From an optimization exercise on the open Yosys and OpenROAD flow, aimed at small area; shortcuts taken in it are not production practice. In this exercise RTL edits were held to simulation tests only and were not proved equivalent to the original.

<file path="design/flow/run.sh">
#!/bin/bash
# synth_recipe.tcl (not shown) runs the flow's synth.tcl, then flattens the netlist and writes it again
# the make line also repeats each setting of config.mk as NAME=value (left out here)
make -C /OpenROAD-flow-scripts/flow DESIGN_CONFIG=/design/flow/config.mk WORK_HOME=/design/flow/orfs CLKGATE_MAP_FILE= SYNTH_SCRIPT=/design/flow/synth_recipe.tcl finish
</file>
<file path="design/flow/config.mk">
export PLATFORM = sky130hd
export DESIGN_NAME = gyp_corr
export DESIGN_NICKNAME = gyp_corr
export VERILOG_FILES = /design/flow/design.v
export SDC_FILE = /design/flow/constraint.sdc
export NUM_CORES = 8
export LEC_CHECK = 0
export CAP_MARGIN = 20
export CORE_MARGIN = 2
export CORE_UTILIZATION = 50
export SLEW_MARGIN = 20
</file>
<file path="design/flow/constraint.sdc">
create_clock -name core_clock -period 16.0 [get_ports {clk}]
set_input_delay 3.2000 -clock core_clock [delete_from_list [all_inputs] [get_ports {clk}]]
set_output_delay 3.2000 -clock core_clock [all_outputs]
set_load 0.01 [all_outputs]
</file>
<file path="design/flow/design.v">
module gyp_cis_lut (
    input  wire [3:0]        j,
    input  wire signed [7:0] xi,       
    input  wire signed [7:0] xq,       
    input  wire signed [8:0] xiq,      
    input  wire signed [8:0] xqmi,     
    input  wire signed [8:0] xni,      
    output wire signed [8:0] hp,
    output wire signed [8:0] hq,
    output wire              nzp,
    output wire              nzq
);
    reg [6:0] c, s;
    always @(*) begin
        case (j)
            4'd0: begin c = 7'd127; s = 7'd0; end
            4'd1: begin c = 7'd126; s = 7'd12; end
            4'd2: begin c = 7'd125; s = 7'd25; end
            4'd3: begin c = 7'd122; s = 7'd37; end
            4'd4: begin c = 7'd117; s = 7'd49; end
            4'd5: begin c = 7'd112; s = 7'd60; end
            4'd6: begin c = 7'd106; s = 7'd71; end
            4'd7: begin c = 7'd98; s = 7'd81; end
            4'd8: begin c = 7'd90; s = 7'd90; end
            4'd9: begin c = 7'd81; s = 7'd98; end
            4'd10: begin c = 7'd71; s = 7'd106; end
            4'd11: begin c = 7'd60; s = 7'd112; end
            4'd12: begin c = 7'd49; s = 7'd117; end
            4'd13: begin c = 7'd37; s = 7'd122; end
            4'd14: begin c = 7'd25; s = 7'd125; end
            4'd15: begin c = 7'd12; s = 7'd126; end
        endcase
    end
    wire [8:0] ai = {xi[7], xi};
    wire [8:0] aq = {xq[7], xq};
    wire [8:0] rp [0:6];
    wire [8:0] rq [0:6];
    genvar k;
    generate
        for (k = 0; k < 7; k = k + 1) begin : g_row
            assign rp[k] = c[k] ? (s[k] ? xiq : ai) : (s[k] ? aq : 9'd0);
            assign rq[k] = c[k] ? (s[k] ? xqmi : aq) : (s[k] ? xni : 9'd0);
        end
    endgenerate
    wire tp_1;
    wire tp_2;
    assign tp_1 = rp[0][6] ^ rp[1][5];
    assign tp_2 = rp[0][6] & rp[1][5];
    wire tp_3;
    wire tp_4;
    assign tp_3 = rp[0][7] ^ rp[1][6] ^ rp[2][5];
    assign tp_4 = (rp[0][7] & rp[1][6]) | (rp[0][7] & rp[2][5]) | (rp[1][6] & rp[2][5]);
    wire tp_5;
    wire tp_6;
    assign tp_5 = ~rp[0][8] ^ rp[1][7] ^ rp[2][6];
    assign tp_6 = (~rp[0][8] & rp[1][7]) | (~rp[0][8] & rp[2][6]) | (rp[1][7] & rp[2][6]);
    wire tp_7;
    wire tp_8;
    assign tp_7 = rp[3][5] ^ rp[4][4];
    assign tp_8 = rp[3][5] & rp[4][4];
    wire tp_9;
    wire tp_10;
    assign tp_9 = ~rp[1][8] ^ rp[2][7] ^ rp[3][6];
    assign tp_10 = (~rp[1][8] & rp[2][7]) | (~rp[1][8] & rp[3][6]) | (rp[2][7] & rp[3][6]);
    wire tp_11;
    wire tp_12;
    assign tp_11 = rp[0][4] ^ rp[1][3];
    assign tp_12 = rp[0][4] & rp[1][3];
    wire tp_13;
    wire tp_14;
    assign tp_13 = rp[0][5] ^ rp[1][4] ^ rp[2][3];
    assign tp_14 = (rp[0][5] & rp[1][4]) | (rp[0][5] & rp[2][3]) | (rp[1][4] & rp[2][3]);
    wire tp_15;
    wire tp_16;
    assign tp_15 = rp[3][2] ^ rp[4][1];
    assign tp_16 = rp[3][2] & rp[4][1];
    wire tp_17;
    wire tp_18;
    assign tp_17 = rp[2][4] ^ rp[3][3] ^ rp[4][2];
    assign tp_18 = (rp[2][4] & rp[3][3]) | (rp[2][4] & rp[4][2]) | (rp[3][3] & rp[4][2]);
    wire tp_19;
    wire tp_20;
    assign tp_19 = rp[5][1] ^ rp[6][0] ^ tp_1;
    assign tp_20 = (rp[5][1] & rp[6][0]) | (rp[5][1] & tp_1) | (rp[6][0] & tp_1);
    wire tp_21;
    wire tp_22;
    assign tp_21 = rp[3][4] ^ rp[4][3] ^ rp[5][2];
    assign tp_22 = (rp[3][4] & rp[4][3]) | (rp[3][4] & rp[5][2]) | (rp[4][3] & rp[5][2]);
    wire tp_23;
    wire tp_24;
    assign tp_23 = rp[6][1] ^ tp_2 ^ tp_3;
    assign tp_24 = (rp[6][1] & tp_2) | (rp[6][1] & tp_3) | (tp_2 & tp_3);
    wire tp_25;
    wire tp_26;
    assign tp_25 = rp[5][3] ^ rp[6][2] ^ 1'b1;
    assign tp_26 = (rp[5][3] & rp[6][2]) | (rp[5][3] & 1'b1) | (rp[6][2] & 1'b1);
    wire tp_27;
    wire tp_28;
    assign tp_27 = tp_4 ^ tp_5 ^ tp_7;
    assign tp_28 = (tp_4 & tp_5) | (tp_4 & tp_7) | (tp_5 & tp_7);
    wire tp_29;
    wire tp_30;
    assign tp_29 = rp[4][5] ^ rp[5][4] ^ rp[6][3];
    assign tp_30 = (rp[4][5] & rp[5][4]) | (rp[4][5] & rp[6][3]) | (rp[5][4] & rp[6][3]);
    wire tp_31;
    wire tp_32;
    assign tp_31 = tp_6 ^ tp_8 ^ tp_9;
    assign tp_32 = (tp_6 & tp_8) | (tp_6 & tp_9) | (tp_8 & tp_9);
    wire tp_33;
    wire tp_34;
    assign tp_33 = ~rp[2][8] ^ rp[3][7] ^ rp[4][6];
    assign tp_34 = (~rp[2][8] & rp[3][7]) | (~rp[2][8] & rp[4][6]) | (rp[3][7] & rp[4][6]);
    wire tp_35;
    wire tp_36;
    assign tp_35 = rp[5][5] ^ rp[6][4] ^ tp_10;
    assign tp_36 = (rp[5][5] & rp[6][4]) | (rp[5][5] & tp_10) | (rp[6][4] & tp_10);
    wire tp_37;
    wire tp_38;
    assign tp_37 = ~rp[3][8] ^ rp[4][7] ^ rp[5][6];
    assign tp_38 = (~rp[3][8] & rp[4][7]) | (~rp[3][8] & rp[5][6]) | (rp[4][7] & rp[5][6]);
    wire tp_39;
    wire tp_40;
    assign tp_39 = rp[0][3] ^ rp[1][2];
    assign tp_40 = rp[0][3] & rp[1][2];
    wire tp_41;
    wire tp_42;
    assign tp_41 = rp[2][2] ^ rp[3][1] ^ rp[4][0];
    assign tp_42 = (rp[2][2] & rp[3][1]) | (rp[2][2] & rp[4][0]) | (rp[3][1] & rp[4][0]);
    wire tp_43;
    wire tp_44;
    assign tp_43 = rp[5][0] ^ tp_12 ^ tp_13;
    assign tp_44 = (rp[5][0] & tp_12) | (rp[5][0] & tp_13) | (tp_12 & tp_13);
    wire tp_45;
    wire tp_46;
    assign tp_45 = tp_14 ^ tp_16 ^ tp_17;
    assign tp_46 = (tp_14 & tp_16) | (tp_14 & tp_17) | (tp_16 & tp_17);
    wire tp_47;
    wire tp_48;
    assign tp_47 = tp_18 ^ tp_20 ^ tp_21;
    assign tp_48 = (tp_18 & tp_20) | (tp_18 & tp_21) | (tp_20 & tp_21);
    wire tp_49;
    wire tp_50;
    assign tp_49 = tp_22 ^ tp_24 ^ tp_25;
    assign tp_50 = (tp_22 & tp_24) | (tp_22 & tp_25) | (tp_24 & tp_25);
    wire tp_51;
    wire tp_52;
    assign tp_51 = tp_26 ^ tp_28 ^ tp_29;
    assign tp_52 = (tp_26 & tp_28) | (tp_26 & tp_29) | (tp_28 & tp_29);
    wire tp_53;
    wire tp_54;
    assign tp_53 = tp_30 ^ tp_32 ^ tp_33;
    assign tp_54 = (tp_30 & tp_32) | (tp_30 & tp_33) | (tp_32 & tp_33);
    wire tp_55;
    wire tp_56;
    assign tp_55 = rp[6][5] ^ tp_34 ^ tp_36;
    assign tp_56 = (rp[6][5] & tp_34) | (rp[6][5] & tp_36) | (tp_34 & tp_36);
    wire tp_57;
    wire tp_58;
    assign tp_57 = ~rp[4][8] ^ rp[5][7] ^ rp[6][6];
    assign tp_58 = (~rp[4][8] & rp[5][7]) | (~rp[4][8] & rp[6][6]) | (rp[5][7] & rp[6][6]);
    wire tp_59;
    wire tp_60;
    assign tp_59 = rp[0][2] ^ rp[1][1];
    assign tp_60 = rp[0][2] & rp[1][1];
    wire tp_61;
    wire tp_62;
    assign tp_61 = rp[2][1] ^ rp[3][0] ^ tp_39;
    assign tp_62 = (rp[2][1] & rp[3][0]) | (rp[2][1] & tp_39) | (rp[3][0] & tp_39);
    wire tp_63;
    wire tp_64;
    assign tp_63 = tp_11 ^ tp_40 ^ tp_41;
    assign tp_64 = (tp_11 & tp_40) | (tp_11 & tp_41) | (tp_40 & tp_41);
    wire tp_65;
    wire tp_66;
    assign tp_65 = tp_15 ^ tp_42 ^ tp_43;
    assign tp_66 = (tp_15 & tp_42) | (tp_15 & tp_43) | (tp_42 & tp_43);
    wire tp_67;
    wire tp_68;
    assign tp_67 = tp_19 ^ tp_44 ^ tp_45;
    assign tp_68 = (tp_19 & tp_44) | (tp_19 & tp_45) | (tp_44 & tp_45);
    wire tp_69;
    wire tp_70;
    assign tp_69 = tp_23 ^ tp_46 ^ tp_47;
    assign tp_70 = (tp_23 & tp_46) | (tp_23 & tp_47) | (tp_46 & tp_47);
    wire tp_71;
    wire tp_72;
    assign tp_71 = tp_27 ^ tp_48 ^ tp_49;
    assign tp_72 = (tp_27 & tp_48) | (tp_27 & tp_49) | (tp_48 & tp_49);
    wire tp_73;
    wire tp_74;
    assign tp_73 = tp_31 ^ tp_50 ^ tp_51;
    assign tp_74 = (tp_31 & tp_50) | (tp_31 & tp_51) | (tp_50 & tp_51);
    wire tp_75;
    wire tp_76;
    assign tp_75 = tp_35 ^ tp_52 ^ tp_53;
    assign tp_76 = (tp_35 & tp_52) | (tp_35 & tp_53) | (tp_52 & tp_53);
    wire tp_77;
    wire tp_78;
    assign tp_77 = tp_37 ^ tp_54 ^ tp_55;
    assign tp_78 = (tp_37 & tp_54) | (tp_37 & tp_55) | (tp_54 & tp_55);
    wire tp_79;
    wire tp_80;
    assign tp_79 = tp_38 ^ tp_56 ^ tp_57;
    assign tp_80 = (tp_38 & tp_56) | (tp_38 & tp_57) | (tp_56 & tp_57);
    wire tp_81;
    wire tp_82;
    assign tp_81 = ~rp[5][8] ^ rp[6][7] ^ tp_58;
    assign tp_82 = (~rp[5][8] & rp[6][7]) | (~rp[5][8] & tp_58) | (rp[6][7] & tp_58);
    wire tp_83;
    wire tp_84;
    assign tp_83 = rp[0][1] ^ rp[1][0];
    assign tp_84 = rp[0][1] & rp[1][0];
    wire tp_85;
    wire tp_86;
    assign tp_85 = rp[2][0] ^ tp_59 ^ tp_84;
    assign tp_86 = (rp[2][0] & tp_59) | (rp[2][0] & tp_84) | (tp_59 & tp_84);
    wire tp_87;
    wire tp_88;
    assign tp_87 = tp_60 ^ tp_61 ^ tp_86;
    assign tp_88 = (tp_60 & tp_61) | (tp_60 & tp_86) | (tp_61 & tp_86);
    wire tp_89;
    wire tp_90;
    assign tp_89 = tp_62 ^ tp_63 ^ tp_88;
    assign tp_90 = (tp_62 & tp_63) | (tp_62 & tp_88) | (tp_63 & tp_88);
    wire tp_91;
    wire tp_92;
    assign tp_91 = tp_64 ^ tp_65 ^ tp_90;
    assign tp_92 = (tp_64 & tp_65) | (tp_64 & tp_90) | (tp_65 & tp_90);
    wire tp_93;
    wire tp_94;
    assign tp_93 = tp_66 ^ tp_67 ^ tp_92;
    assign tp_94 = (tp_66 & tp_67) | (tp_66 & tp_92) | (tp_67 & tp_92);
    wire tp_95;
    wire tp_96;
    assign tp_95 = tp_68 ^ tp_69 ^ tp_94;
    assign tp_96 = (tp_68 & tp_69) | (tp_68 & tp_94) | (tp_69 & tp_94);
    wire tp_97;
    wire tp_98;
    assign tp_97 = tp_70 ^ tp_71 ^ tp_96;
    assign tp_98 = (tp_70 & tp_71) | (tp_70 & tp_96) | (tp_71 & tp_96);
    wire tp_99;
    wire tp_100;
    assign tp_99 = tp_72 ^ tp_73 ^ tp_98;
    assign tp_100 = (tp_72 & tp_73) | (tp_72 & tp_98) | (tp_73 & tp_98);
    wire tp_101;
    wire tp_102;
    assign tp_101 = tp_74 ^ tp_75 ^ tp_100;
    assign tp_102 = (tp_74 & tp_75) | (tp_74 & tp_100) | (tp_75 & tp_100);
    wire tp_103;
    wire tp_104;
    assign tp_103 = tp_76 ^ tp_77 ^ tp_102;
    assign tp_104 = (tp_76 & tp_77) | (tp_76 & tp_102) | (tp_77 & tp_102);
    wire tp_105;
    wire tp_106;
    assign tp_105 = tp_78 ^ tp_79 ^ tp_104;
    assign tp_106 = (tp_78 & tp_79) | (tp_78 & tp_104) | (tp_79 & tp_104);
    wire tp_107;
    wire tp_108;
    assign tp_107 = tp_80 ^ tp_81 ^ tp_106;
    assign tp_108 = (tp_80 & tp_81) | (tp_80 & tp_106) | (tp_81 & tp_106);
    wire tp_109;
    wire tp_110;
    assign tp_109 = ~rp[6][8] ^ tp_82 ^ tp_108;
    assign tp_110 = (~rp[6][8] & tp_82) | (~rp[6][8] & tp_108) | (tp_82 & tp_108);
    wire tp_111;
    assign tp_111 = 1'b1 ^ tp_110;
    wire [15:0] P = {tp_111, tp_109, tp_107, tp_105, tp_103, tp_101, tp_99, tp_97, tp_95, tp_93, tp_91, tp_89, tp_87, tp_85, tp_83, rp[0][0]};
    wire tq_1;
    wire tq_2;
    assign tq_1 = rq[0][6] ^ rq[1][5];
    assign tq_2 = rq[0][6] & rq[1][5];
    wire tq_3;
    wire tq_4;
    assign tq_3 = rq[0][7] ^ rq[1][6] ^ rq[2][5];
    assign tq_4 = (rq[0][7] & rq[1][6]) | (rq[0][7] & rq[2][5]) | (rq[1][6] & rq[2][5]);
    wire tq_5;
    wire tq_6;
    assign tq_5 = ~rq[0][8] ^ rq[1][7] ^ rq[2][6];
    assign tq_6 = (~rq[0][8] & rq[1][7]) | (~rq[0][8] & rq[2][6]) | (rq[1][7] & rq[2][6]);
    wire tq_7;
    wire tq_8;
    assign tq_7 = rq[3][5] ^ rq[4][4];
    assign tq_8 = rq[3][5] & rq[4][4];
    wire tq_9;
    wire tq_10;
    assign tq_9 = ~rq[1][8] ^ rq[2][7] ^ rq[3][6];
    assign tq_10 = (~rq[1][8] & rq[2][7]) | (~rq[1][8] & rq[3][6]) | (rq[2][7] & rq[3][6]);
    wire tq_11;
    wire tq_12;
    assign tq_11 = rq[0][4] ^ rq[1][3];
    assign tq_12 = rq[0][4] & rq[1][3];
    wire tq_13;
    wire tq_14;
    assign tq_13 = rq[0][5] ^ rq[1][4] ^ rq[2][3];
    assign tq_14 = (rq[0][5] & rq[1][4]) | (rq[0][5] & rq[2][3]) | (rq[1][4] & rq[2][3]);
    wire tq_15;
    wire tq_16;
    assign tq_15 = rq[3][2] ^ rq[4][1];
    assign tq_16 = rq[3][2] & rq[4][1];
    wire tq_17;
    wire tq_18;
    assign tq_17 = rq[2][4] ^ rq[3][3] ^ rq[4][2];
    assign tq_18 = (rq[2][4] & rq[3][3]) | (rq[2][4] & rq[4][2]) | (rq[3][3] & rq[4][2]);
    wire tq_19;
    wire tq_20;
    assign tq_19 = rq[5][1] ^ rq[6][0] ^ tq_1;
    assign tq_20 = (rq[5][1] & rq[6][0]) | (rq[5][1] & tq_1) | (rq[6][0] & tq_1);
    wire tq_21;
    wire tq_22;
    assign tq_21 = rq[3][4] ^ rq[4][3] ^ rq[5][2];
    assign tq_22 = (rq[3][4] & rq[4][3]) | (rq[3][4] & rq[5][2]) | (rq[4][3] & rq[5][2]);
    wire tq_23;
    wire tq_24;
    assign tq_23 = rq[6][1] ^ tq_2 ^ tq_3;
    assign tq_24 = (rq[6][1] & tq_2) | (rq[6][1] & tq_3) | (tq_2 & tq_3);
    wire tq_25;
    wire tq_26;
    assign tq_25 = rq[5][3] ^ rq[6][2] ^ 1'b1;
    assign tq_26 = (rq[5][3] & rq[6][2]) | (rq[5][3] & 1'b1) | (rq[6][2] & 1'b1);
    wire tq_27;
    wire tq_28;
    assign tq_27 = tq_4 ^ tq_5 ^ tq_7;
    assign tq_28 = (tq_4 & tq_5) | (tq_4 & tq_7) | (tq_5 & tq_7);
    wire tq_29;
    wire tq_30;
    assign tq_29 = rq[4][5] ^ rq[5][4] ^ rq[6][3];
    assign tq_30 = (rq[4][5] & rq[5][4]) | (rq[4][5] & rq[6][3]) | (rq[5][4] & rq[6][3]);
    wire tq_31;
    wire tq_32;
    assign tq_31 = tq_6 ^ tq_8 ^ tq_9;
    assign tq_32 = (tq_6 & tq_8) | (tq_6 & tq_9) | (tq_8 & tq_9);
    wire tq_33;
    wire tq_34;
    assign tq_33 = ~rq[2][8] ^ rq[3][7] ^ rq[4][6];
    assign tq_34 = (~rq[2][8] & rq[3][7]) | (~rq[2][8] & rq[4][6]) | (rq[3][7] & rq[4][6]);
    wire tq_35;
    wire tq_36;
    assign tq_35 = rq[5][5] ^ rq[6][4] ^ tq_10;
    assign tq_36 = (rq[5][5] & rq[6][4]) | (rq[5][5] & tq_10) | (rq[6][4] & tq_10);
    wire tq_37;
    wire tq_38;
    assign tq_37 = ~rq[3][8] ^ rq[4][7] ^ rq[5][6];
    assign tq_38 = (~rq[3][8] & rq[4][7]) | (~rq[3][8] & rq[5][6]) | (rq[4][7] & rq[5][6]);
    wire tq_39;
    wire tq_40;
    assign tq_39 = rq[0][3] ^ rq[1][2];
    assign tq_40 = rq[0][3] & rq[1][2];
    wire tq_41;
    wire tq_42;
    assign tq_41 = rq[2][2] ^ rq[3][1] ^ rq[4][0];
    assign tq_42 = (rq[2][2] & rq[3][1]) | (rq[2][2] & rq[4][0]) | (rq[3][1] & rq[4][0]);
    wire tq_43;
    wire tq_44;
    assign tq_43 = rq[5][0] ^ tq_12 ^ tq_13;
    assign tq_44 = (rq[5][0] & tq_12) | (rq[5][0] & tq_13) | (tq_12 & tq_13);
    wire tq_45;
    wire tq_46;
    assign tq_45 = tq_14 ^ tq_16 ^ tq_17;
    assign tq_46 = (tq_14 & tq_16) | (tq_14 & tq_17) | (tq_16 & tq_17);
    wire tq_47;
    wire tq_48;
    assign tq_47 = tq_18 ^ tq_20 ^ tq_21;
    assign tq_48 = (tq_18 & tq_20) | (tq_18 & tq_21) | (tq_20 & tq_21);
    wire tq_49;
    wire tq_50;
    assign tq_49 = tq_22 ^ tq_24 ^ tq_25;
    assign tq_50 = (tq_22 & tq_24) | (tq_22 & tq_25) | (tq_24 & tq_25);
    wire tq_51;
    wire tq_52;
    assign tq_51 = tq_26 ^ tq_28 ^ tq_29;
    assign tq_52 = (tq_26 & tq_28) | (tq_26 & tq_29) | (tq_28 & tq_29);
    wire tq_53;
    wire tq_54;
    assign tq_53 = tq_30 ^ tq_32 ^ tq_33;
    assign tq_54 = (tq_30 & tq_32) | (tq_30 & tq_33) | (tq_32 & tq_33);
    wire tq_55;
    wire tq_56;
    assign tq_55 = rq[6][5] ^ tq_34 ^ tq_36;
    assign tq_56 = (rq[6][5] & tq_34) | (rq[6][5] & tq_36) | (tq_34 & tq_36);
    wire tq_57;
    wire tq_58;
    assign tq_57 = ~rq[4][8] ^ rq[5][7] ^ rq[6][6];
    assign tq_58 = (~rq[4][8] & rq[5][7]) | (~rq[4][8] & rq[6][6]) | (rq[5][7] & rq[6][6]);
    wire tq_59;
    wire tq_60;
    assign tq_59 = rq[0][2] ^ rq[1][1];
    assign tq_60 = rq[0][2] & rq[1][1];
    wire tq_61;
    wire tq_62;
    assign tq_61 = rq[2][1] ^ rq[3][0] ^ tq_39;
    assign tq_62 = (rq[2][1] & rq[3][0]) | (rq[2][1] & tq_39) | (rq[3][0] & tq_39);
    wire tq_63;
    wire tq_64;
    assign tq_63 = tq_11 ^ tq_40 ^ tq_41;
    assign tq_64 = (tq_11 & tq_40) | (tq_11 & tq_41) | (tq_40 & tq_41);
    wire tq_65;
    wire tq_66;
    assign tq_65 = tq_15 ^ tq_42 ^ tq_43;
    assign tq_66 = (tq_15 & tq_42) | (tq_15 & tq_43) | (tq_42 & tq_43);
    wire tq_67;
    wire tq_68;
    assign tq_67 = tq_19 ^ tq_44 ^ tq_45;
    assign tq_68 = (tq_19 & tq_44) | (tq_19 & tq_45) | (tq_44 & tq_45);
    wire tq_69;
    wire tq_70;
    assign tq_69 = tq_23 ^ tq_46 ^ tq_47;
    assign tq_70 = (tq_23 & tq_46) | (tq_23 & tq_47) | (tq_46 & tq_47);
    wire tq_71;
    wire tq_72;
    assign tq_71 = tq_27 ^ tq_48 ^ tq_49;
    assign tq_72 = (tq_27 & tq_48) | (tq_27 & tq_49) | (tq_48 & tq_49);
    wire tq_73;
    wire tq_74;
    assign tq_73 = tq_31 ^ tq_50 ^ tq_51;
    assign tq_74 = (tq_31 & tq_50) | (tq_31 & tq_51) | (tq_50 & tq_51);
    wire tq_75;
    wire tq_76;
    assign tq_75 = tq_35 ^ tq_52 ^ tq_53;
    assign tq_76 = (tq_35 & tq_52) | (tq_35 & tq_53) | (tq_52 & tq_53);
    wire tq_77;
    wire tq_78;
    assign tq_77 = tq_37 ^ tq_54 ^ tq_55;
    assign tq_78 = (tq_37 & tq_54) | (tq_37 & tq_55) | (tq_54 & tq_55);
    wire tq_79;
    wire tq_80;
    assign tq_79 = tq_38 ^ tq_56 ^ tq_57;
    assign tq_80 = (tq_38 & tq_56) | (tq_38 & tq_57) | (tq_56 & tq_57);
    wire tq_81;
    wire tq_82;
    assign tq_81 = ~rq[5][8] ^ rq[6][7] ^ tq_58;
    assign tq_82 = (~rq[5][8] & rq[6][7]) | (~rq[5][8] & tq_58) | (rq[6][7] & tq_58);
    wire tq_83;
    wire tq_84;
    assign tq_83 = rq[0][1] ^ rq[1][0];
    assign tq_84 = rq[0][1] & rq[1][0];
    wire tq_85;
    wire tq_86;
    assign tq_85 = rq[2][0] ^ tq_59 ^ tq_84;
    assign tq_86 = (rq[2][0] & tq_59) | (rq[2][0] & tq_84) | (tq_59 & tq_84);
    wire tq_87;
    wire tq_88;
    assign tq_87 = tq_60 ^ tq_61 ^ tq_86;
    assign tq_88 = (tq_60 & tq_61) | (tq_60 & tq_86) | (tq_61 & tq_86);
    wire tq_89;
    wire tq_90;
    assign tq_89 = tq_62 ^ tq_63 ^ tq_88;
    assign tq_90 = (tq_62 & tq_63) | (tq_62 & tq_88) | (tq_63 & tq_88);
    wire tq_91;
    wire tq_92;
    assign tq_91 = tq_64 ^ tq_65 ^ tq_90;
    assign tq_92 = (tq_64 & tq_65) | (tq_64 & tq_90) | (tq_65 & tq_90);
    wire tq_93;
    wire tq_94;
    assign tq_93 = tq_66 ^ tq_67 ^ tq_92;
    assign tq_94 = (tq_66 & tq_67) | (tq_66 & tq_92) | (tq_67 & tq_92);
    wire tq_95;
    wire tq_96;
    assign tq_95 = tq_68 ^ tq_69 ^ tq_94;
    assign tq_96 = (tq_68 & tq_69) | (tq_68 & tq_94) | (tq_69 & tq_94);
    wire tq_97;
    wire tq_98;
    assign tq_97 = tq_70 ^ tq_71 ^ tq_96;
    assign tq_98 = (tq_70 & tq_71) | (tq_70 & tq_96) | (tq_71 & tq_96);
    wire tq_99;
    wire tq_100;
    assign tq_99 = tq_72 ^ tq_73 ^ tq_98;
    assign tq_100 = (tq_72 & tq_73) | (tq_72 & tq_98) | (tq_73 & tq_98);
    wire tq_101;
    wire tq_102;
    assign tq_101 = tq_74 ^ tq_75 ^ tq_100;
    assign tq_102 = (tq_74 & tq_75) | (tq_74 & tq_100) | (tq_75 & tq_100);
    wire tq_103;
    wire tq_104;
    assign tq_103 = tq_76 ^ tq_77 ^ tq_102;
    assign tq_104 = (tq_76 & tq_77) | (tq_76 & tq_102) | (tq_77 & tq_102);
    wire tq_105;
    wire tq_106;
    assign tq_105 = tq_78 ^ tq_79 ^ tq_104;
    assign tq_106 = (tq_78 & tq_79) | (tq_78 & tq_104) | (tq_79 & tq_104);
    wire tq_107;
    wire tq_108;
    assign tq_107 = tq_80 ^ tq_81 ^ tq_106;
    assign tq_108 = (tq_80 & tq_81) | (tq_80 & tq_106) | (tq_81 & tq_106);
    wire tq_109;
    wire tq_110;
    assign tq_109 = ~rq[6][8] ^ tq_82 ^ tq_108;
    assign tq_110 = (~rq[6][8] & tq_82) | (~rq[6][8] & tq_108) | (tq_82 & tq_108);
    wire tq_111;
    assign tq_111 = 1'b1 ^ tq_110;
    wire [15:0] Q = {tq_111, tq_109, tq_107, tq_105, tq_103, tq_101, tq_99, tq_97, tq_95, tq_93, tq_91, tq_89, tq_87, tq_85, tq_83, rq[0][0]};
    assign hp  = P[15:7];
    assign hq  = Q[15:7];
    assign nzp = |P[6:0];
    assign nzq = |Q[6:0];
endmodule
module gyp_prn_taps (
    input  wire [4:0]  sv_idx,
    output reg  [10:1] g2_init,
    output reg         c_last
);
    always @(*) begin
        case (sv_idx)
            5'd0 : begin g2_init = 10'h0df; c_last = 1'b0; end   
            5'd1 : begin g2_init = 10'h06f; c_last = 1'b0; end   
            5'd2 : begin g2_init = 10'h037; c_last = 1'b0; end   
            5'd3 : begin g2_init = 10'h01b; c_last = 1'b0; end   
            5'd4 : begin g2_init = 10'h1a4; c_last = 1'b0; end   
            5'd5 : begin g2_init = 10'h0d2; c_last = 1'b1; end   
            5'd6 : begin g2_init = 10'h1a6; c_last = 1'b0; end   
            5'd7 : begin g2_init = 10'h0d3; c_last = 1'b0; end   
            5'd8 : begin g2_init = 10'h069; c_last = 1'b1; end   
            5'd9 : begin g2_init = 10'h0bb; c_last = 1'b0; end   
            5'd10: begin g2_init = 10'h05d; c_last = 1'b0; end   
            5'd11: begin g2_init = 10'h017; c_last = 1'b0; end   
            5'd12: begin g2_init = 10'h00b; c_last = 1'b0; end   
            5'd13: begin g2_init = 10'h005; c_last = 1'b0; end   
            5'd14: begin g2_init = 10'h002; c_last = 1'b0; end   
            5'd15: begin g2_init = 10'h001; c_last = 1'b1; end   
            5'd16: begin g2_init = 10'h191; c_last = 1'b0; end   
            5'd17: begin g2_init = 10'h0c8; c_last = 1'b0; end   
            5'd18: begin g2_init = 10'h064; c_last = 1'b0; end   
            5'd19: begin g2_init = 10'h032; c_last = 1'b0; end   
            5'd20: begin g2_init = 10'h019; c_last = 1'b0; end   
            5'd21: begin g2_init = 10'h00c; c_last = 1'b0; end   
            5'd22: begin g2_init = 10'h1cc; c_last = 1'b0; end   
            5'd23: begin g2_init = 10'h039; c_last = 1'b0; end   
            5'd24: begin g2_init = 10'h01c; c_last = 1'b0; end   
            5'd25: begin g2_init = 10'h00e; c_last = 1'b0; end   
            5'd26: begin g2_init = 10'h007; c_last = 1'b0; end   
            5'd27: begin g2_init = 10'h003; c_last = 1'b1; end   
            5'd28: begin g2_init = 10'h1a8; c_last = 1'b0; end   
            5'd29: begin g2_init = 10'h0d4; c_last = 1'b0; end   
            5'd30: begin g2_init = 10'h06a; c_last = 1'b0; end   
            default: begin g2_init = 10'h035; c_last = 1'b0; end   
        endcase
    end
endmodule
module gyp_corr_ch (
    input  wire               clk,
    input  wire               rst,
    input  wire               s_valid,      
    input  wire               s_valid_d,
    input  wire signed [7:0]  xi,
    input  wire signed [7:0]  xq,
    input  wire signed [8:0]  xiq,          
    input  wire signed [8:0]  xqmi,         
    input  wire signed [8:0]  xni,          
    input  wire               ld_carr,
    input  wire               ld_code,
    input  wire               start,
    input  wire               stop,
    input  wire [31:0]        cmd_data,
    input  wire [10:1]        g2_init,      
    input  wire               c_last,       
    output reg                d_valid,
    output reg  [23:0]        d_ie,
    output reg  [23:0]        d_qe,
    output reg  [23:0]        d_ip,
    output reg  [23:0]        d_qp,
    output reg  [23:0]        d_il,
    output reg  [23:0]        d_ql
);
    reg         active;
    reg         carr_set;      
    reg         code_set;      
    reg  [31:0] carr_fcw;
    reg  [31:0] code_fcw;
    reg  [15:0] th_lo;         
    reg         th_c;          
    reg  [15:0] th_hi;         
    reg  [15:0] cf_lo;         
    reg         cf_c;
    reg  [15:0] cf_hi;
    reg  [10:1] g1;            
    reg  [10:1] g2;            
    reg         prev_chip;     
    reg         ev;            
    reg         st1, st2;      
    wire [31:0] carr_e  = ld_carr ? cmd_data : carr_fcw;
    wire [31:0] code_e  = ld_code ? cmd_data : code_fcw;
    wire        carr_on = s_valid & (ld_carr | carr_set);
    wire        code_on = s_valid & (ld_code | code_set);
    wire [15:0] th_lo_s, cf_lo_s;
    wire        th_lo_c, cf_lo_c;
    gyp_add #(16) u_thl (.a(th_lo & {16{~start}}), .b(carr_e[15:0] & {16{carr_on}}),
                         .ci(1'b0), .s(th_lo_s), .co(th_lo_c));
    gyp_add #(16) u_cfl (.a(cf_lo & {16{~start}}), .b(code_e[15:0] & {16{code_on}}),
                         .ci(1'b0), .s(cf_lo_s), .co(cf_lo_c));
    wire [15:0] th_hi_s, cf_hi_s;
    wire        adv;           
    gyp_add #(16) u_thh (.a(th_hi), .b(carr_fcw[31:16] & {16{s_valid_d & carr_set}}),
                         .ci(th_c), .s(th_hi_s), .co());
    gyp_add #(16) u_cfh (.a(cf_hi), .b(code_fcw[31:16] & {16{s_valid_d & code_set}}),
                         .ci(cf_c), .s(cf_hi_s), .co(adv));
    wire run       = s_valid_d & active;
    wire epoch_end = run & adv & (g1 == 10'h1ff);    
    wire chip_p = g1[10] ^ g2[10];
    wire chip_n = g1[9] ^ g2[9];
    wire half   = cf_hi[15];
    wire chip_e = half ? chip_n : chip_p;
    wire chip_l = half ? chip_p : prev_chip;
    wire [5:0] idx = th_hi[15:10];
    wire signed [8:0] hp, hq;
    wire nzp, nzq;
    gyp_cis_lut u_lut (.j(idx[3:0]), .xi(xi), .xq(xq), .xiq(xiq), .xqmi(xqmi), .xni(xni),
                       .hp(hp), .hq(hq), .nzp(nzp), .nzq(nzq));
    reg  [8:0] p_yr, p_yq;     
    reg        p_nzr, p_nzq, p_nr, p_nq, p_ce, p_cp, p_cl;
    wire clr = d_valid | st2;
    wire [23:0] n_ie, n_qe, n_ip, n_qp, n_il, n_ql;
    gyp_acc u_ie (.acc(d_ie), .clr(clr), .y(p_yr), .nz(p_nzr), .neg(p_nr), .chip(p_ce), .s(n_ie));
    gyp_acc u_qe (.acc(d_qe), .clr(clr), .y(p_yq), .nz(p_nzq), .neg(p_nq), .chip(p_ce), .s(n_qe));
    gyp_acc u_ip (.acc(d_ip), .clr(clr), .y(p_yr), .nz(p_nzr), .neg(p_nr), .chip(p_cp), .s(n_ip));
    gyp_acc u_qp (.acc(d_qp), .clr(clr), .y(p_yq), .nz(p_nzq), .neg(p_nq), .chip(p_cp), .s(n_qp));
    gyp_acc u_il (.acc(d_il), .clr(clr), .y(p_yr), .nz(p_nzr), .neg(p_nr), .chip(p_cl), .s(n_il));
    gyp_acc u_ql (.acc(d_ql), .clr(clr), .y(p_yq), .nz(p_nzq), .neg(p_nq), .chip(p_cl), .s(n_ql));
    always @(posedge clk) begin
        carr_fcw <= carr_e;
        code_fcw <= code_e;
        th_lo    <= th_lo_s;
        th_c     <= th_lo_c;
        cf_lo    <= cf_lo_s;
        cf_c     <= cf_lo_c;
        th_hi    <= th_hi_s & {16{~start}};
        cf_hi    <= cf_hi_s & {16{~start}};
        if (start) begin
            g1        <= 10'h3ff;
            g2        <= g2_init;
            prev_chip <= c_last;
        end else if (adv) begin
            g1        <= {g1[9:1], g1[3] ^ g1[10]};
            g2        <= {g2[9:1], g2[2] ^ g2[3] ^ g2[6] ^ g2[8] ^ g2[9] ^ g2[10]};
            prev_chip <= chip_p;
        end
        st1   <= start;
        st2   <= st1;
        p_yr  <= idx[4] ? hq : hp;
        p_nzr <= idx[4] ? nzq : nzp;
        p_nr  <= idx[5];
        p_yq  <= idx[4] ? hp : hq;
        p_nzq <= idx[4] ? nzp : nzq;
        p_nq  <= idx[5] ^ idx[4];
        p_ce  <= chip_e;
        p_cp  <= chip_p;
        p_cl  <= chip_l;
        d_ie  <= n_ie;
        d_qe  <= n_qe;
        d_ip  <= n_ip;
        d_qp  <= n_qp;
        d_il  <= n_il;
        d_ql  <= n_ql;
        if (rst) begin
            active   <= 1'b0;
            carr_set <= 1'b0;
            code_set <= 1'b0;
            ev       <= 1'b0;
            d_valid  <= 1'b0;
        end else begin
            active   <= start | (active & ~stop);
            carr_set <= carr_set | ld_carr;
            code_set <= code_set | ld_code;
            ev       <= epoch_end;
            d_valid  <= ev;
        end
    end
endmodule
module gyp_acc (
    input  wire [23:0] acc,
    input  wire        clr,
    input  wire [8:0]  y,
    input  wire        nz,
    input  wire        neg,      
    input  wire        chip,     
    output wire [23:0] s
);
    wire t = chip ^ neg;
    gyp_add #(24) u_add (.a(acc & {24{~clr}}), .b({{15{y[8] ^ t}}, y ^ {9{t}}}),
                         .ci(t ^ (neg & nz)), .s(s), .co());
endmodule
module gyp_add #(
    parameter W = 8
) (
    input  wire [W-1:0] a,
    input  wire [W-1:0] b,
    input  wire         ci,
    output wire [W-1:0] s,
    output wire         co
);
    wire [W:0] c;
    assign c[0] = ci;
    genvar k;
    generate
        for (k = 0; k < W; k = k + 1) begin : g_bit
            assign s[k]   = a[k] ^ b[k] ^ c[k];
            assign c[k+1] = (a[k] & b[k]) | (a[k] & c[k]) | (b[k] & c[k]);
        end
    endgenerate
    assign co = c[W];
endmodule
module gyp_corr #(
    parameter NCH = 8
) (
    input  wire                 clk,
    input  wire                 rst,
    input  wire                 s_valid,
    input  wire [7:0]           s_i,
    input  wire [7:0]           s_q,
    input  wire                 cmd_valid,
    input  wire [2:0]           cmd_ch,
    input  wire [1:0]           cmd_op,
    input  wire [31:0]          cmd_data,
    output wire [NCH-1:0]       d_valid,
    output wire [NCH*24-1:0]    d_ie,
    output wire [NCH*24-1:0]    d_qe,
    output wire [NCH*24-1:0]    d_ip,
    output wire [NCH*24-1:0]    d_qp,
    output wire [NCH*24-1:0]    d_il,
    output wire [NCH*24-1:0]    d_ql
);
    reg               s_valid_d;
    reg  signed [7:0] xi, xq;
    always @(posedge clk) begin
        s_valid_d <= s_valid;
        xi        <= s_valid ? s_i : 8'd0;
        xq        <= s_valid ? s_q : 8'd0;
    end
    wire signed [8:0] xiq  = xi + xq;
    wire signed [8:0] xqmi = xq - xi;
    wire signed [8:0] xni  = -xi;
    wire [10:1] g2_init;
    wire        c_last;
    gyp_prn_taps u_taps (.sv_idx(cmd_data[4:0]), .g2_init(g2_init), .c_last(c_last));
    genvar c;
    generate
        for (c = 0; c < NCH; c = c + 1) begin : g_ch
            wire sel = cmd_valid && cmd_ch == c;
            gyp_corr_ch u_ch (
                .clk      (clk),
                .rst      (rst),
                .s_valid  (s_valid),
                .s_valid_d(s_valid_d),
                .xi       (xi),
                .xq       (xq),
                .xiq      (xiq),
                .xqmi     (xqmi),
                .xni      (xni),
                .ld_carr  (sel && cmd_op == 2'd0),
                .ld_code  (sel && cmd_op == 2'd1),
                .start    (sel && cmd_op == 2'd2),
                .stop     (sel && cmd_op == 2'd3),
                .cmd_data (cmd_data),
                .g2_init  (g2_init),
                .c_last   (c_last),
                .d_valid  (d_valid[c]),
                .d_ie     (d_ie[c*24 +: 24]),
                .d_qe     (d_qe[c*24 +: 24]),
                .d_ip     (d_ip[c*24 +: 24]),
                .d_qp     (d_qp[c*24 +: 24]),
                .d_il     (d_il[c*24 +: 24]),
                .d_ql     (d_ql[c*24 +: 24])
            );
        end
    endgenerate
endmodule
</file>
==> results of run 1 <==
[stage by stage]
stage	cell area [um2]	hold slack (ns)	util	setup slack [ns]
2_1_floorplan	164100	0.3096	-	4.165
3_3_place_gp	180700	0.3103	0.5527	2.867
3_5_place_dp	180700	0.3143	0.5527	2.729
4_1_cts	191100	0.3266	0.5847	3.486
5_1_grt	191200	0.3253	0.5849	3.062
6_report	191200	0.3250	0.5850	3.631
[logic make-up after synthesis]
kind of cell	synth area share
AO/OA/AOI/OAI	0.07833
XOR/XNOR	0.04184
adder cells (fa/ha/maj)	0.3032
buffers and inverters	0.06978
flip-flops	0.3559
multiplexers	0.04366
AND/OR/NAND/NOR	0.1073
[worst max-delay path by stage]
stage | endpoint | startpoint | cells after the start
final | g_ch[5].u_ch.d_qp[23] | g_ch[5].u_ch.st2 | 28
after global routing | g_ch[5].u_ch.d_qp[23] | g_ch[5].u_ch.st2 | 28
after CTS | g_ch[5].u_ch.d_qp[23] | g_ch[5].u_ch.st2 | 28
after detailed placement | g_ch[2].u_ch.th_lo[15] | cmd_ch[2] | 23
after global placement | g_ch[2].u_ch.cf_lo[15] | cmd_ch[2] | 23
after floorplan | g_ch[6].u_ch.cf_lo[15] | cmd_ch[1] | 25
[cell type report]
type,instances,share of cell area
multi-input combinational,9817,0.4972
sequential,2745,0.3056
timing repair buffer,1523,0.07537
clock buffer,467,0.04840
inverter,1964,0.03855
tap,4346,0.02844
clock inverter,106,0.006164
antenna,18,0.0002356
[registers in the layout, summed over array words and instances (netlist names), 80 cells and up]
name	flops
g_ch.u_ch.d_ie	192
g_ch.u_ch.g2	80
g_ch.u_ch.cf_lo	128
g_ch.u_ch.d_qe	192
g_ch.u_ch.code_fcw	256
g_ch.u_ch.g1	80
g_ch.u_ch.cf_hi	128
g_ch.u_ch.th_lo	128
g_ch.u_ch.carr_fcw	256
g_ch.u_ch.d_ip	192
g_ch.u_ch.th_hi	128
g_ch.u_ch.d_il	192
g_ch.u_ch.d_qp	192
g_ch.u_ch.d_ql	192
[synthesized netlist by cell type, drive strengths merged (231+ instances only)]
master     n  area share
dfxtp   2401        0.29
fa      2346        0.29
nand2   2211       0.051
inv     1959       0.045
clkbuf   787       0.018
o21ai    682       0.021
xnor2    567       0.030
nor2     536       0.013
mux2     529       0.036
and2     387       0.015
a21oi    380       0.012
nor2b    374       0.014
edfxtp   344       0.063
a22oi    231       0.011
[layout by cell type, fill, tap and decap left out, drive strengths merged, types with 13 or more instances in the layout]
| master | netlist | routed |
|---|---|---|
| dfxtp | 2401 | 2401 |
| fa | 2346 | 2346 |
| nand2 | 2211 | 2211 |
| inv | 1959 | 1976 |
| clkdlybuf4s50 | 0 | 1195 |
| o21ai | 682 | 682 |
| xnor2 | 567 | 567 |
| nor2 | 536 | 536 |
| mux2 | 529 | 529 |
| clkbuf | 787 | 467 |
| and2 | 387 | 387 |
| a21oi | 380 | 380 |
| nor2b | 374 | 374 |
| edfxtp | 344 | 344 |
| buf | 222 | 328 |
| a22oi | 231 | 231 |
| ha | 222 | 222 |
| nand2b | 184 | 184 |
| a22o | 182 | 182 |
| xor2 | 174 | 174 |
| o221ai | 166 | 166 |
| mux2i | 116 | 116 |
| clkinv | 5 | 64 |
| a221oi | 53 | 53 |
| o221a | 48 | 48 |
| nand3b | 47 | 47 |
| o22ai | 44 | 44 |
| a31oi | 42 | 42 |
| a21o | 38 | 38 |
| o211ai | 37 | 37 |
| nand3 | 25 | 25 |
| nor3 | 23 | 23 |
| nor4 | 22 | 22 |
| nand4 | 20 | 20 |
| and3 | 19 | 19 |
| diode | 0 | 18 |
| clkinvlp | 0 | 15 |
| bufinv | 0 | 15 |
| a211oi | 13 | 13 |
[per-layer routing]
layer / wire (um) / global-route usage / up-vias
met5: 201 / 0 / -
met4: 18160 / 0.1021 / 30
met3: 43460 / 0.06936 / 1073
met2: 222700 / 0.4609 / 4499
met1: 196600 / 0.3874 / 55638
li1: - / - / 50435
[worst max-delay path, delay by kind of cell (launching register included)]
kind | cells | cell delay [ns]
XOR/XNOR | 1 | 0.14
flip-flops | 1 | 0.32
adder cells (fa/ha/maj) | 23 | 10.35
AND/OR/NAND/NOR | 2 | 0.78
buffers and inverters | 2 | 0.71
==> flow_summary.yaml, run 1 <==
status:
  status: "complete, no violations"
floorplan:
  die_area_um2: 332800
  io_pins: 1217
  die_h_um: 576.9
  die_w_um: 576.9
  start_util: 0.5020
  num_rows: 210
  core-area_um2: 326900
synthesis:
  synth_area_um2: 164100
  synth_seq_cells: 2745
  synth_cell_types: 87
  ys.flop_type: "dfxtp_1"
  syn_nets: 18160
  synthArstFlopShare: 0
  synth.avg_cell_area_um2: 10.56
  synth_edf_count: 344
  yosysSeqAreaShare: 0.3559
  synthesis.instances: 15535
  yosysWarnings: 4
timing:
  relSlewSlack: 0.1706
  rsz0062_at_grt: "no"
  skew_ns: 0.05236
  setup_tns_ns: 0
  timing.final.max_slew_violations: 0
  min_period_over_period: 0.7731
  setup_viol: 0
  fmax_mhz: 80.85
  worst_slew_pin_slew_ns: 1.240
  period_needed_ns: 12.37
  hold_viol: 0
setup_path:
  r2r-end: "g_ch[5].u_ch.d_qp[23]"
  crit_path_frequent_cell: "fa_1"
  crit_slowest_cell: "buf_4"
  endpoint_kind: "flip-flop"
  crit-reg2reg-launch: "g_ch[5].u_ch.st2"
  rrSetupSlack_ns: 3.63
  critPathMaxFanout: 65
  crit_type: "reg2reg"
  cp.required_ns: 16.82
  cp_slowest_stage_delay_ns: 0.66
  cp-start-kind: "flip-flop"
  reg2reg_depth: 28
  crit_arrival_ns: 13.18
clocking:
  holdBufCountCts: 0
  clock_path_buffers: 4
  cts_root_buffer: "clkbuf_16"
  ctsResizeCount: 0
  path_clk_slew_ns: 0.06
  cts_tree: "done"
  clock_latency_ns: 0.94
  h-tree-depth: 5
  cts.sinks: 2745
  postCtsSetupRepairBufs: 0
  numCtsBuffers: 316
grt:
  antenna_found_initial: 47
  grt_max_degree: 145
  overflow: 0
  grt_pass1_wl_um: 728800
  grt_pass1_vias: 113489
  grt_usage: 0.2896
worst_hold_path:
  min_to: "g_ch[2].u_ch.st2"
  worstHoldPathCells: 0
  min_path_type: "reg2reg"
  hold_start: "g_ch[2].u_ch.st1"
placed_design:
  io_buffers: 1216
  hpwl_um: 342100
  place_congestion: 0.9526
  dp.cells: 20395
final_layout:
  fin_nets: 18992
  multi_input_area_um2: 95080
  final_cells: 20986
  synthToLayoutAreaGrowth_pct: 16.54
  drive_above_1_share: 0.09626
  filler_cell_count: 27906
  seq_area_um2: 58430
routing:
  drtIter0Drc: 9522
  vias: 111675
  drt-vias-per-instance: 5.321
  dr.pass1.iters: 7
  wl_per_cell_um: 22.93
  ant_nets: 0
  wirelength_um: 481200
  route.detailed.drc: 0
flow_run:
  drv_cap: 0
==> run 2, diff against run 1 <==
==> design/flow/flow/run.sh (new file) <==
#!/bin/bash
# The standard ORFS layout (the standard.sh) with three changes:
#  - synthesis skips the generic ABC pass inside Yosys's synth (SYNTH_ARGS=-noabc), so the
#    explicit adders reach extract_fa as written; the registers are the same as the
#    standard synthesis's;
#  - ports are buffered with sky130_fd_sc_hd__buf_1 instead of the default delay buffer;
#  - the clock tree uses clkbuf_4 cells in small clusters and no dummy loads.
# Each tool's full output is in standard.log (and ORFS's per-step logs under orfs/logs).
set -euo pipefail
export SYNTH_ARGS="-noabc"
export BUFFER_PORTS_ARGS="-buffer_cell sky130_fd_sc_hd__buf_1"
export CTS_ARGS="-sink_clustering_enable -repair_clock_nets -dont_use_dummy_load -buf_list sky130_fd_sc_hd__clkbuf_4 -sink_clustering_size 8 -sink_clustering_max_diameter 40"
bash standard.sh finish > standard.log 2>&1
==> design/flow/standard.sh (new file) <==
#!/bin/bash
# synth_recipe.tcl (not shown) runs the flow's synth.tcl, then flattens the netlist and writes it again
# the make line also repeats each setting of config.mk as NAME=value (left out here)
make -C /OpenROAD-flow-scripts/flow DESIGN_CONFIG=/design/flow/config.mk WORK_HOME=/design/flow/orfs CLKGATE_MAP_FILE= SYNTH_SCRIPT=/design/flow/synth_recipe.tcl "${@:-finish}"
removed: design/flow/run.sh
==> run 2 against run 1 <==
- still clean
- register-to-register slack improved by 0.11 ns
- core utilization fell by 4.3 points
- first-iteration DRC count decreased by 4.2%
- cell count is 5.8% lower
- hold slack gained 0.0029 ns
- fmax rose by 0.93%
- flip-flop and latch count did not move
- critical path depth decreased by 1
- critical path type unchanged
==> flow_summary.yaml, run 2 <==
status:
  status: "complete, no violations"
final_layout:
  filler_cell_count: 28657
  top_regs: "g_ch.u_ch.carr_fcw: 256 flops, g_ch.u_ch.code_fcw: 256 flops"
  final_cells: 19766
  drive_above_1_share: 0.09038
  final_cell_mix: "dfxtp_1 (2382), fa_1 (2344), and2_1 (1670)"
  synthToLayoutAreaGrowth_pct: 7.815
  fin_nets: 17996
  final_common_cell: "dfxtp_1"
synthesis:
  synth_area_um2: 162900
  synth_seq_cells: 2745
  synth.avg_cell_area_um2: 11.24
  yosysWarnings: 4
  synth.top_cell.area_share: 0.2950
  synth_edf_count: 344
  syn_nets: 17067
  synthTopCellsByCount: "dfxtp_1 (2401), fa_1 (2346), and2_1 (1671), nand2_1 (1231), clkbuf_1 (947)"
  synth_cell_types: 79
  ys.flop_type: "dfxtp_1"
  yosysSeqAreaShare: 0.3584
  synth.most_common_cell: "dfxtp_1"
  synthesis.instances: 14497
  synth_top_cell_by_area: "dfxtp_1"
  synthTopCellsByArea: "dfxtp_1 (30%), fa_1 (29%), and2_1 (6.4%)"
  synthArstFlopShare: 0
timing:
  setup_viol: 0
  hold_viol: 0
  rsz0062_at_grt: "no"
  setup_tns_ns: 0
  worst_slew_pin_slew_ns: 1.196
  relSlewSlack: 0.2024
  fmax_mhz: 81.60
  worst_slack_ns: 3.745
  period_needed_ns: 12.26
  min_period_over_period: 0.7660
  skew_ns: 0.1636
  timing.final.max_slew_violations: 0
floorplan:
  core-area_um2: 324300
  die_h_um: 574.8
  die_area_um2: 330400
  start_util: 0.5024
  io_pins: 1217
  die_w_um: 574.8
  num_rows: 209
grt:
  grt_pass1_vias: 110977
  overflow: 0
  grt_usage: 0.2855
  antenna_found_initial: 40
  grt_max_degree: 108
  grt_pass1_wl_um: 716000
setup_path:
  cp-start-kind: "flip-flop"
  startpoint: "g_ch[1].u_ch.d_valid"
  cp-endpoint: "g_ch[1].u_ch.d_il[23]"
  crit_path_frequent_cell: "fa_1"
  rrSetupSlack_ns: 3.74
  critPathMaxFanout: 98
  crit-reg2reg-launch: "g_ch[1].u_ch.d_valid"
  r2r-end: "g_ch[1].u_ch.d_il[23]"
  crit_arrival_ns: 13.55
  cp.required_ns: 17.29
  endpoint_kind: "flip-flop"
  reg2reg_depth: 27
  cp_slowest_stage_delay_ns: 0.48
  crit_type: "reg2reg"
  crit_slowest_cell: "fa_1"
routing:
  dr.pass1.iters: 8
  drt-vias-per-instance: 5.524
  drtIter0Drc: 9120
  ant_nets: 0
  wl_per_cell_um: 23.95
  route.detailed.drc: 0
  wirelength_um: 473300
  vias: 109179
placed_design:
  hpwl_um: 332200
  place_congestion: 0.9181
  dp_slack_ns: 3.767
  io_buffers: 1216
  dp.cells: 19298
clocking:
  cts_tree: "done"
  clock_path_buffers: 4
  postCtsSetupRepairBufs: 0
  ctsResizeCount: 0
  clock_latency_ns: 1.54
  numCtsBuffers: 451
  cts_root_buffer: "clkbuf_4"
  h-tree-depth: 5
  path_clk_slew_ns: 0.09
  cts.sinks: 2745
  holdBufCountCts: 0
worst_hold_path:
  min_path_type: "reg2reg"
flow_run:
  drv_cap: 0
## run 2: cell count changes in the layout (fill, tap and decap cells not counted), moves of 177 or more
cell,previous run,this run
a22oi_1,231,21
and2_1,382,1670
and3_1,19,268
buf_1,0,1203
clkbuf_16,324,0
clkbuf_4,0,451
clkdlybuf4s50_1,1195,0
inv_1,1949,295
mux2_2,526,349
nand2_1,2196,1225
## run 2: worst min path at each step
| stage | startpoint | to | slack [ns] | cells after the start |
|---|---|---|---|---|
| after global placement | g_ch[6].u_ch.st1 | g_ch[6].u_ch.st2 | 0.31 | 0 |
| after detailed placement | g_ch[6].u_ch.st1 | g_ch[6].u_ch.st2 | 0.31 | 0 |
| final | g_ch[6].u_ch.st1 | g_ch[6].u_ch.st2 | 0.33 | 0 |
| after CTS | g_ch[6].u_ch.st1 | g_ch[6].u_ch.st2 | 0.33 | 0 |
| after floorplan | g_ch[0].u_ch.st1 | g_ch[0].u_ch.st2 | 0.31 | 0 |
| after global routing | g_ch[6].u_ch.st1 | g_ch[6].u_ch.st2 | 0.33 | 0 |
## run 2: final cells by class
type | instances | area (um2) | area share
multi-input cells | 10326 | 99780 | 0.5681
flip-flops and latches | 2745 | 58440 | 0.3327
repair buffers | 1585 | 7401 | 0.04213
well taps | 4325 | 5411 | 0.03081
clock buffers | 451 | 3386 | 0.01928
inverters | 317 | 1190 | 0.006774
diodes | 17 | 42.54 | 0.0002422
## run 2: kinds of logic (layout without fill, tap and decap cells)
kind of cell | count (synthesis) | in the layout | share of synthesized area
other | 0 | 17 | 0
multiplexers | 572 | 572 | 0.03782
buffers and inverters | 1426 | 2353 | 0.03413
adder cells (fa/ha/maj) | 2513 | 2513 | 0.3011
flip-flops | 2745 | 2745 | 0.3584
AND/OR/NAND/NOR | 4406 | 4406 | 0.1440
XOR/XNOR | 743 | 743 | 0.04234
AO/OA/AOI/OAI | 2092 | 2092 | 0.08218
## run 2: metal layers
metal	global-route usage	routed length [um]	up-vias	part of all wire
met5	0	253	-	0.00053
met4	0.1086	19490	36	0.041
met3	0.06278	39210	1122	0.083
met2	0.4528	216900	4347	0.46
met1	0.3842	197500	54410	0.42
li1	-	-	49264	-
## run 2: per-stage QoR
step	area, um2	hold WS, ns	util
after floorplan	162900	0.3096	-
after global placement	172200	0.3139	0.5311
after detailed placement	172200	0.3144	0.5311
after CTS	175600	0.3251	0.5415
after global routing	175600	0.3251	0.5416
final	175600	0.3280	0.5417
## run 2: critical path, delay by kind of cell, from the launching register on
kind / cells / cell delay, ns
adder cells (fa/ha/maj): 23 / 10.59
AND/OR/NAND/NOR: 2 / 0.47
flip-flops: 1 / 0.39
buffers and inverters: 1 / 0.38
XOR/XNOR: 1 / 0.17
==> run 3, diff against run 2 <==
--- a/design/flow/design.v
+++ b/design/flow/design.v
@@ -10,27 +10,28 @@
     output wire              nzp,
     output wire              nzq
 );
-    reg [6:0] c, s;
-    always @(*) begin
-        case (j)
-            4'd0: begin c = 7'd127; s = 7'd0; end
-            4'd1: begin c = 7'd126; s = 7'd12; end
-            4'd2: begin c = 7'd125; s = 7'd25; end
-            4'd3: begin c = 7'd122; s = 7'd37; end
-            4'd4: begin c = 7'd117; s = 7'd49; end
-            4'd5: begin c = 7'd112; s = 7'd60; end
-            4'd6: begin c = 7'd106; s = 7'd71; end
-            4'd7: begin c = 7'd98; s = 7'd81; end
-            4'd8: begin c = 7'd90; s = 7'd90; end
-            4'd9: begin c = 7'd81; s = 7'd98; end
-            4'd10: begin c = 7'd71; s = 7'd106; end
-            4'd11: begin c = 7'd60; s = 7'd112; end
-            4'd12: begin c = 7'd49; s = 7'd117; end
-            4'd13: begin c = 7'd37; s = 7'd122; end
-            4'd14: begin c = 7'd25; s = 7'd125; end
-            4'd15: begin c = 7'd12; s = 7'd126; end
-        endcase
-    end
+    wire [6:0] sa, sb, sab;
+    assign sa[0] = (j == 4'd0) | (j == 4'd9) | (j == 4'd10) | (j == 4'd13);
+    assign sa[1] = (j == 4'd0) | (j == 4'd1) | (j == 4'd3) | (j == 4'd7);
+    assign sa[2] = (j == 4'd0) | (j == 4'd2) | (j == 4'd4) | (j == 4'd10) | (j == 4'd11) | (j == 4'd13);
+    assign sa[3] = (j == 4'd0) | (j == 4'd3) | (j == 4'd6) | (j == 4'd11);
+    assign sa[4] = (j == 4'd0) | (j == 4'd1) | (j == 4'd3) | (j == 4'd9);
+    assign sa[5] = (j == 4'd0) | (j == 4'd1) | (j == 4'd2) | (j == 4'd6) | (j == 4'd7);
+    assign sa[6] = (j == 4'd0) | (j == 4'd1) | (j == 4'd2) | (j == 4'd3) | (j == 4'd4) | (j == 4'd5);
+    assign sb[0] = (j == 4'd3) | (j == 4'd6) | (j == 4'd7);
+    assign sb[1] = (j == 4'd9) | (j == 4'd13) | (j == 4'd15);
+    assign sb[2] = (j == 4'd3) | (j == 4'd5) | (j == 4'd6) | (j == 4'd12) | (j == 4'd14);
+    assign sb[3] = (j == 4'd5) | (j == 4'd10) | (j == 4'd13);
+    assign sb[4] = (j == 4'd7) | (j == 4'd13) | (j == 4'd15);
+    assign sb[5] = (j == 4'd9) | (j == 4'd10) | (j == 4'd14) | (j == 4'd15);
+    assign sb[6] = (j == 4'd11) | (j == 4'd12) | (j == 4'd13) | (j == 4'd14) | (j == 4'd15);
+    assign sab[0] = (j == 4'd2) | (j == 4'd4) | (j == 4'd12) | (j == 4'd14);
+    assign sab[1] = (j == 4'd6) | (j == 4'd8) | (j == 4'd10);
+    assign sab[2] = (j == 4'd1) | (j == 4'd15);
+    assign sab[3] = (j == 4'd1) | (j == 4'd2) | (j == 4'd8) | (j == 4'd14) | (j == 4'd15);
+    assign sab[4] = (j == 4'd2) | (j == 4'd4) | (j == 4'd5) | (j == 4'd8) | (j == 4'd11) | (j == 4'd12) | (j == 4'd14);
+    assign sab[5] = (j == 4'd3) | (j == 4'd4) | (j == 4'd5) | (j == 4'd11) | (j == 4'd12) | (j == 4'd13);
+    assign sab[6] = (j == 4'd6) | (j == 4'd7) | (j == 4'd8) | (j == 4'd9) | (j == 4'd10);
     wire [8:0] ai = {xi[7], xi};
     wire [8:0] aq = {xq[7], xq};
     wire [8:0] rp [0:6];
@@ -38,8 +39,8 @@
     genvar k;
     generate
         for (k = 0; k < 7; k = k + 1) begin : g_row
-            assign rp[k] = c[k] ? (s[k] ? xiq : ai) : (s[k] ? aq : 9'd0);
-            assign rq[k] = c[k] ? (s[k] ? xqmi : aq) : (s[k] ? xni : 9'd0);
+            assign rp[k] = ({9{sa[k]}} & ai) | ({9{sb[k]}} & aq) | ({9{sab[k]}} & xiq);
+            assign rq[k] = ({9{sa[k]}} & aq) | ({9{sb[k]}} & xni) | ({9{sab[k]}} & xqmi);
         end
     endgenerate
     wire tp_1;
==> run 3 against run 2 <==
- critical path type unchanged
- still clean on timing, DRC and antenna
- area after synthesis is 5.1% lower
- hold slack improved by 0.0046 ns
==> flow_summary.yaml, run 3 <==
synthesis:
  synthSimpleGateAreaFrac: 0.1194
  synth_top_family_by_area: "adder cells"
  synthXorXnorAreaFrac: 0.04540
  syn_nets: 15404
  synth.avg_cell_area_um2: 12.04
  synthTopCellsByArea: "fa_1 (30%), dfxtp_1 (30%), edfxtp_1 (6.7%)"
  ys.flop_type: "dfxtp_1"
  synthMuxAreaShare: 0.03582
  synthesis.instances: 12839
  synth_seq_cells: 2633
  yosysSeqAreaShare: 0.3633
  synth_area_um2: 154600
  synth_edf_count: 344
  synthTopCellsByCount: "fa_1 (2346), dfxtp_1 (2289), and2_1 (1651), clkbuf_1 (812), o21ai_0 (699)"
  synth.most_common_cell: "fa_1"
  synth_cell_types: 88
  synth_top_cell_by_area: "fa_1"
  synth.top_cell.area_share: 0.3039
  synthArstFlopShare: 0
  yosysWarnings: 4
  synth_compound_area_frac: 0.08720
  synth_fa_ha_area_frac: 0.3171
routing:
  ant_nets: 0
  wirelength_um: 467300
  wl_per_cell_um: 26.02
  drtIter0Drc: 10269
  dr.pass1.iters: 11
  route.detailed.drc: 0
  drt-vias-per-instance: 5.799
  vias: 104130
floorplan:
  die_h_um: 560.0
  core-area_um2: 308100
  start_util: 0.5017
  die_area_um2: 313600
  num_rows: 204
  die_w_um: 560.0
  io_pins: 1217
clocking:
  cts_root_buffer: "clkbuf_4"
  cts_tree: "done"
  numCtsBuffers: 428
  ctsResizeCount: 0
  h-tree-depth: 5
  clock_latency_ns: 1.45
  holdBufCountCts: 0
  clock_path_buffers: 4
  path_clk_slew_ns: 0.08
  postCtsSetupRepairBufs: 0
  cts.sinks: 2633
timing:
  min_period_over_period: 0.7683
  worst_slew_pin_slew_ns: 1.236
  fmax_mhz: 81.35
  timing.hold.ws_ns: 0.3326
  period_needed_ns: 12.29
  skew_ns: 0.1986
  hold_viol: 0
  timing.final.max_slew_violations: 0
  relSlewSlack: 0.1708
  rsz0062_at_grt: "no"
  setup_viol: 0
  setup_tns_ns: 0
final_layout:
  synthToLayoutAreaGrowth_pct: 8.093
  final_cell_mix: "fa_1 (2345), dfxtp_1 (2271), and2_1 (1651)"
  final_common_cell: "fa_1"
  final_core_util: 0.5423
  top_regs: "g_ch.u_ch.carr_fcw: 256 flops, g_ch.u_ch.code_fcw: 256 flops"
  filler_cell_count: 26574
  final_cells: 17957
  drive_above_1_share: 0.1024
  fin_nets: 16386
placed_design:
  dp.cells: 17511
  place_congestion: 0.9711
  io_buffers: 1216
  hpwl_um: 330900
setup_path:
  endpoint_kind: "flip-flop"
  crit_arrival_ns: 13.43
  critPathMaxFanout: 9
  cp-start-kind: "flip-flop"
  crit_type: "reg2reg"
  cp.required_ns: 17.13
grt:
  grt_pass1_wl_um: 703500
  top_usage_layer: "met2"
  overflow: 0
  use_met3: 0.06906
  antenna_found_initial: 27
  grt_usage: 0.2950
  grt_max_degree: 145
  grt_util_met2: 0.4713
  grt_pass1_vias: 111067
  use_met1: 0.3806
flow_run:
  drv_cap: 0
status:
  status: "complete, no violations"
worst_hold_path:
  min_path_type: "reg2reg"
run 3: changes by cell type in the layout (fill, tap and decap cells not counted), sizes merged, moves of 119 or more:
cell | before | now
nand2 | 1231 | 393
a22oi | 21 | 532
a21oi | 403 | 131
a22o | 257 | 25
a31oi | 194 | 3
nand2b | 230 | 80
nor2 | 428 | 282
a222oi | 0 | 119
run 3: critical path, cell delays in order, from the launching register on:
cell     delay [ns]
dfxtp_1        0.40
xnor2_2        0.55
xnor2_1        0.19
fa_1           0.45
fa_1           0.48
fa_1           0.47
fa_1           0.46
fa_1           0.46
fa_1           0.50
fa_1           0.48
fa_1           0.47
fa_1           0.46
fa_1           0.47
fa_1           0.48
fa_1           0.47
fa_1           0.46
fa_1           0.46
fa_1           0.46
fa_1           0.46
fa_1           0.47
fa_1           0.46
fa_1           0.46
fa_1           0.46
fa_1           0.46
fa_1           0.46
fa_1           0.44
xor2_1         0.17
run 3: logic make-up after synthesis:
group	Yosys count
xor gates and xnor gates	760
muxes	504
and+or+nand+nor	3217
DFF	2633
AOI/OAI and AO/OA	1961
adders and majority gates	2510
buffers and inverters	1254
run 3: final timing paths:
check,start,endpoint,slack (ns),cells past startpoint
worst max-delay path,g_ch[5].u_ch.p_ce,g_ch[5].u_ch.d_ie[23],3.71,26
worst max register to register,g_ch[5].u_ch.p_ce,g_ch[5].u_ch.d_ie[23],3.71,26
worst min-delay path,g_ch[1].u_ch.st1,g_ch[1].u_ch.st2,0.33,0
worst min register to register,g_ch[1].u_ch.st1,g_ch[1].u_ch.st2,0.33,0
run 3: final cells by class:
type | count | area, um2 | area share
Antenna cell | 18 | 45.04 | 0.0002696
Clock buffer | 428 | 3213 | 0.01923
Inverter | 284 | 1066 | 0.006381
Multi-Input combinational cell | 8952 | 94460 | 0.5654
Sequential cell | 2633 | 56200 | 0.3364
Tap cell | 4120 | 5155 | 0.03086
Timing Repair Buffer | 1522 | 6925 | 0.04145
run 3: metal layers:
metal | up-vias | part of all wire
met4 | 32 | 0.052
met1 | 52799 | 0.40
li1 | 44715 | -
met5 | - | 0.00051
met2 | 5169 | 0.46
met3 | 1415 | 0.088
run 3: through the flow:
stage	worst slack [ns]	instance area, um2
detailed placement	3.612	163800
CTS	3.576	167000
global placement	3.764	163800
finish	3.708	167100
floorplan	4.199	154600
global route	3.255	167000

-- port drivers added, routing unchanged --
The flow's constraints put no driver on any port. The routed layouts listed below were extracted and timed again, unchanged, in two steps. Step 1 sets driving cells, clkbuf_16 on the clock port and buf_2 on the other inputs (assumed; they add their load-dependent delay and slew). Step 2 times the ports against the registers' clock, not the clock port: input delays grow and output delays shrink by t, the midpoint of the rising clock arrivals with the driver on. Three values: ideal, step 1, step 2; two values: the first two.
| run | t (ns) | slack for setup (ns) | slew at the worst register clock pin (ns) |
|---|---|---|---|
| run 1 | 1.019 | 3.631 / 3.631 / 2.718 | 0.07 / 0.07 |
| run 2 | 1.545 | 3.745 / 3.745 / 3.745 | 0.10 / 0.10 |
| run 3 | 1.444 | 3.708 / 3.708 / 3.708 | 0.10 / 0.10 |
After both steps every run listed still meets setup and hold. The setup slack of run 1, which loses most, moves by 0.000 ns with the drivers and by -0.913 ns with both steps.
